Context: an optimization exercise on an open-source flow, tuned for small area, a short achievable clock period and few clock cycles per item. The choices shown serve that exercise and are no tape-out recipe.
Power figures rest on the tool's default switching activity, not on a simulated workload.

JK:
==> flow/design.v (excerpt) <==
module upb_freq_codec (
    input             clk,
    input             rst,           
    input             in_valid,
    output            in_ready,
    input      [3:0]  in_op,         
    input             in_layout,     
    input      [31:0] in_freq,
    input      [31:0] in_fcint,
    input      [31:0] in_fcfrac,
    input      [15:0] in_dreg0,
    input      [15:0] in_dreg1,
    output            out_valid,
    output     [3:0]  out_fcause,    
    output     [31:0] out_freq,
    output     [7:0]  out_fcint,
    output     [23:0] out_fcfrac,
    output     [15:0] out_dreg0,
    output     [15:0] out_dreg1
);
export LEC_CHECK = 0
export CAP_MARGIN = 20
export CORE_MARGIN = 2
export CORE_UTILIZATION = 55
export SLEW_MARGIN = 20
create_clock -name core_clock -period 11.0 [get_ports {clk}]
standard.sh (not shown) runs the stock make flow with config.mk's settings and CLKGATE_MAP_FILE= SYNTH_SCRIPT=/design/flow/synth_recipe.tcl, a recipe that flattens the netlist after the stock synthesis.
==> flow/flow/run.sh <==
#!/bin/bash
# Standard ORFS layout (standard.sh), with the port buffers made of the smallest buffer
# and timing repair aiming below the clock period. Each step's output goes to its own log.
set -euo pipefail
export BUFFER_PORTS_ARGS="-buffer_cell sky130_fd_sc_hd__buf_1"
if [[ -f flow/margin.txt ]]; then export SETUP_SLACK_MARGIN=$(cat flow/margin.txt); fi
bash standard.sh synth > synth.log 2>&1
bash standard.sh floorplan > floorplan.log 2>&1
bash standard.sh place > place.log 2>&1
bash standard.sh cts > cts.log 2>&1
bash standard.sh route > route.log 2>&1
bash standard.sh finish > finish.log 2>&1
==> flow/flow/margin.txt <==
7.0
Setup changes, JK to MS
-- flow/design.v --
<<< JK, line 29
    reg          ov;
    reg  [2:0]   fc;
    reg  [31:0]  O;          
    reg  [2:0]   fco;        
    reg          qpend;      
    reg          f31;        
    assign in_ready = rdy;
    assign out_valid = ov;
    assign out_fcause = {1'b0, fco};
    wire hz = (in_op == 4'hB);
    wire rh = (in_op == 4'hC);
>>> MS, line 29
    reg          ov;
    reg  [2:0]   fc;
    reg          f31;        
    assign in_ready = rdy;
    assign out_valid = ov;
    assign out_fcause = {1'b0, fc};
    wire hz = (in_op == 4'hB);
    wire rh = (in_op == 4'hC);
<<< JK, line 176
    wire fbad  = (fop < F_MIN) || (fop > F_MAX);
    wire abort = first & (fc[0] | (mode & fbad));
    wire [31:0] S_step = {S[27:1], (first & mode) ? dq[4] : S[0], mode ? dq[3:0] : ms[3:0]};
    wire upd = ~busy | last;               
    wire acc = in_valid & rdy;
    always @(posedge clk) begin
        if (rst) begin
            busy  <= 1'b0;
            rdy   <= 1'b1;
            ov    <= 1'b0;
            qpend <= 1'b0;
        end else begin
            ov    <= (busy & (last | abort)) | qpend;
            qpend <= upd & acc & ~go;
            if (upd) begin
                busy <= acc & go;
                rdy  <= ~(acc & go);
            end else if (abort) begin
                busy <= 1'b0;
                rdy  <= 1'b1;
            end else begin
                rdy  <= mode ? (cnt == 3'd4) : (cnt == 3'd3);
            end
        end
    end
    always @(posedge clk) begin
        O   <= {(qpend ? S[31] : S_step[31]), (qpend ? S[30] : mode ? S_step[30] : rem_st[17]), (qpend ? S[29] : mode ? S_step[29] : rem_st[16]), (qpend ? S[28] : mode ? S_step[28] : rem_st[15]), (qpend ? S[27] : mode ? S_step[27] : rem_st[14]), (qpend ? S[26] : mode ? S_step[26] : rem_st[13]), (qpend ? S[25] : mode ? S_step[25] : rem_st[12]), (qpend ? S[24] : mode ? S_step[24] : rem_st[11]), (qpend ? S[23] : mode ? S_step[23] : rem_st[10]), (qpend ? S[22] : mode ? S_step[22] : rem_st[9]), (qpend ? S[21] : mode ? S_step[21] : rem_st[8]), (qpend ? S[20] : mode ? S_step[20] : rem_st[7]), (qpend ? S[19] : mode ? S_step[19] : rem_st[6]), (qpend ? S[18] : mode ? S_step[18] : rem_st[5]), (qpend ? S[17] : mode ? S_step[17] : rem_st[4]), (qpend ? S[16] : mode ? S_step[16] : rem_st[3]), (qpend ? S[15] : S_step[15]), (qpend ? S[14] : mode ? S_step[14] : rem_st[2]), (qpend ? S[13] : mode ? S_step[13] : rem_st[1]), (qpend ? S[12] : mode ? S_step[12] : rem_st[0]), (qpend ? S[11] : S_step[11]), (qpend ? S[10] : S_step[10]), (qpend ? S[9] : S_step[9]), (qpend ? S[8] : S_step[8]), (qpend ? S[7] : S_step[7]), (qpend ? S[6] : S_step[6]), (qpend ? S[5] : S_step[5]), (qpend ? S[4] : S_step[4]), (qpend ? S[3] : S_step[3]), (qpend ? S[2] : S_step[2]), (qpend ? S[1] : S_step[1]), (qpend ? S[0] : S_step[0])};
        fco <= qpend ? fc : (busy & first & mode & fbad) ? 3'b110 : fc;
        if (upd) begin
            mode <= in_op[0];
            cnt  <= 3'd0;
>>> MS, line 173
    wire fbad  = (fop < F_MIN) || (fop > F_MAX);
    wire abort = first & (fc[0] | (mode & fbad));
    always @(posedge clk) begin
        if (rst) begin
            busy <= 1'b0;
            ov   <= 1'b0;
        end else if (busy) begin
            ov <= last | abort;
            if (last | abort) busy <= 1'b0;
        end else begin
            ov   <= in_valid & ~go;
            busy <= in_valid & go;
        end
    end
    always @(posedge clk) begin
        if (rst)       rdy <= 1'b1;
        else if (busy) rdy <= last | abort;
        else           rdy <= ~(in_valid & go);
    end
    always @(posedge clk) begin
        if (busy) begin
            cnt <= cnt + 3'd1;
            rem <= rem_st;
            S   <= {S[27:1], (first & mode) ? dq[4] : S[0], mode ? dq[3:0] : ms[3:0]};
            if (first & mode & fbad) fc <= 3'b110;
        end else begin
            mode <= in_op[0];
            cnt  <= 3'd0;
<<< JK, line 209
            rem  <= rem_ld;
            S    <= S_ld;
        end else begin
            cnt <= cnt + 3'd1;
            rem <= rem_st;
            S   <= S_step;
        end
    end
    assign {out_fcint, out_fcfrac} = {O[31], O[30], O[24], O[23], O[22], O[21], O[20], O[19], O[29], O[28], O[27], O[26], O[25], O[18], O[17], O[16], O[15], O[14], O[13], O[12], O[11], O[10], O[9], O[8], O[7], O[6], O[5], O[4], O[3], O[2], O[1], O[0]};
    assign {out_dreg0, out_dreg1}  = {O[11], O[10], O[15], O[14], O[13], O[12], O[19], O[18], O[9], O[8], O[7], O[6], O[5], O[17], O[16], O[23], O[22], O[21], O[20], O[27], O[26], O[25], O[24], O[31], O[30], O[29], O[28], O[4], O[3], O[2], O[1], O[0]};
    assign out_freq = {1'b0, O[30], O[29], O[28], O[27], O[26], O[25], O[24], O[23], O[22], O[21], O[20], O[19], O[18], O[17], O[16], O[14], O[13], O[12], O[3], O[2], O[1], O[0], O[7], O[6], O[5], O[4], O[11], O[10], O[9], O[8], O[15]};
endmodule
>>> MS, line 203
            rem  <= rem_ld;
            S    <= S_ld;
        end
    end
    assign {out_fcint, out_fcfrac} = {S[31], S[30], S[24], S[23], S[22], S[21], S[20], S[19], S[29], S[28], S[27], S[26], S[25], S[18], S[17], S[16], S[15], S[14], S[13], S[12], S[11], S[10], S[9], S[8], S[7], S[6], S[5], S[4], S[3], S[2], S[1], S[0]};
    assign {out_dreg0, out_dreg1}  = {S[11], S[10], S[15], S[14], S[13], S[12], S[19], S[18], S[9], S[8], S[7], S[6], S[5], S[17], S[16], S[23], S[22], S[21], S[20], S[27], S[26], S[25], S[24], S[31], S[30], S[29], S[28], S[4], S[3], S[2], S[1], S[0]};
    assign out_freq = {1'b0, rem[17:0], S[3], S[2], S[1], S[0], S[7], S[6], S[5], S[4], S[11], S[10], S[9], S[8], S[15]};    
endmodule
## What came out
- MS completed every stage of the flow, and the final layout passed the timing, DRC and antenna checks.
- JK → MS: count of plain and timing-repair buffers in the layout decreased 2.8%, total congestion overflow after global routing essentially unchanged, total routed wirelength decreased 10%.
- Of JK and MS, the run reporting the lower total placed instance area was MS.
- Leakage power figure is lower on MS
- The lower cell count came out of MS.
No run of this note included a check of the RTL's function; only the layout flow was run.

-- re-timing with driven ports --
The results above use ideal ports. As a check the final layouts listed here were re-extracted and re-timed, cells and wires unchanged.
Step 1 assumes that a clkbuf_16 drives the clock port and a buf_2 every other input.
Step 2 also shifts input and output timing later by t, the mid clock arrival at the registers, as if the neighbouring blocks saw the same clock.
a / b / c = ideal ports / drivers / drivers and shift; a / b = the first two.
run | shift t [ns] | setup slack, ns | worst slew at a driven data input, ns | cell pins on the clock port's net
JK | 0.392 | 7.093 / 7.093 / 6.768 | 0.05 | 1
MS | 0.377 | 7.067 / 7.088 / 6.711 | 0.09 | 1
After both steps setup and hold are still met in every run listed. For MS, which loses most, drivers alone change the setup slack by +0.021 ns; drivers and shift together by -0.356 ns.
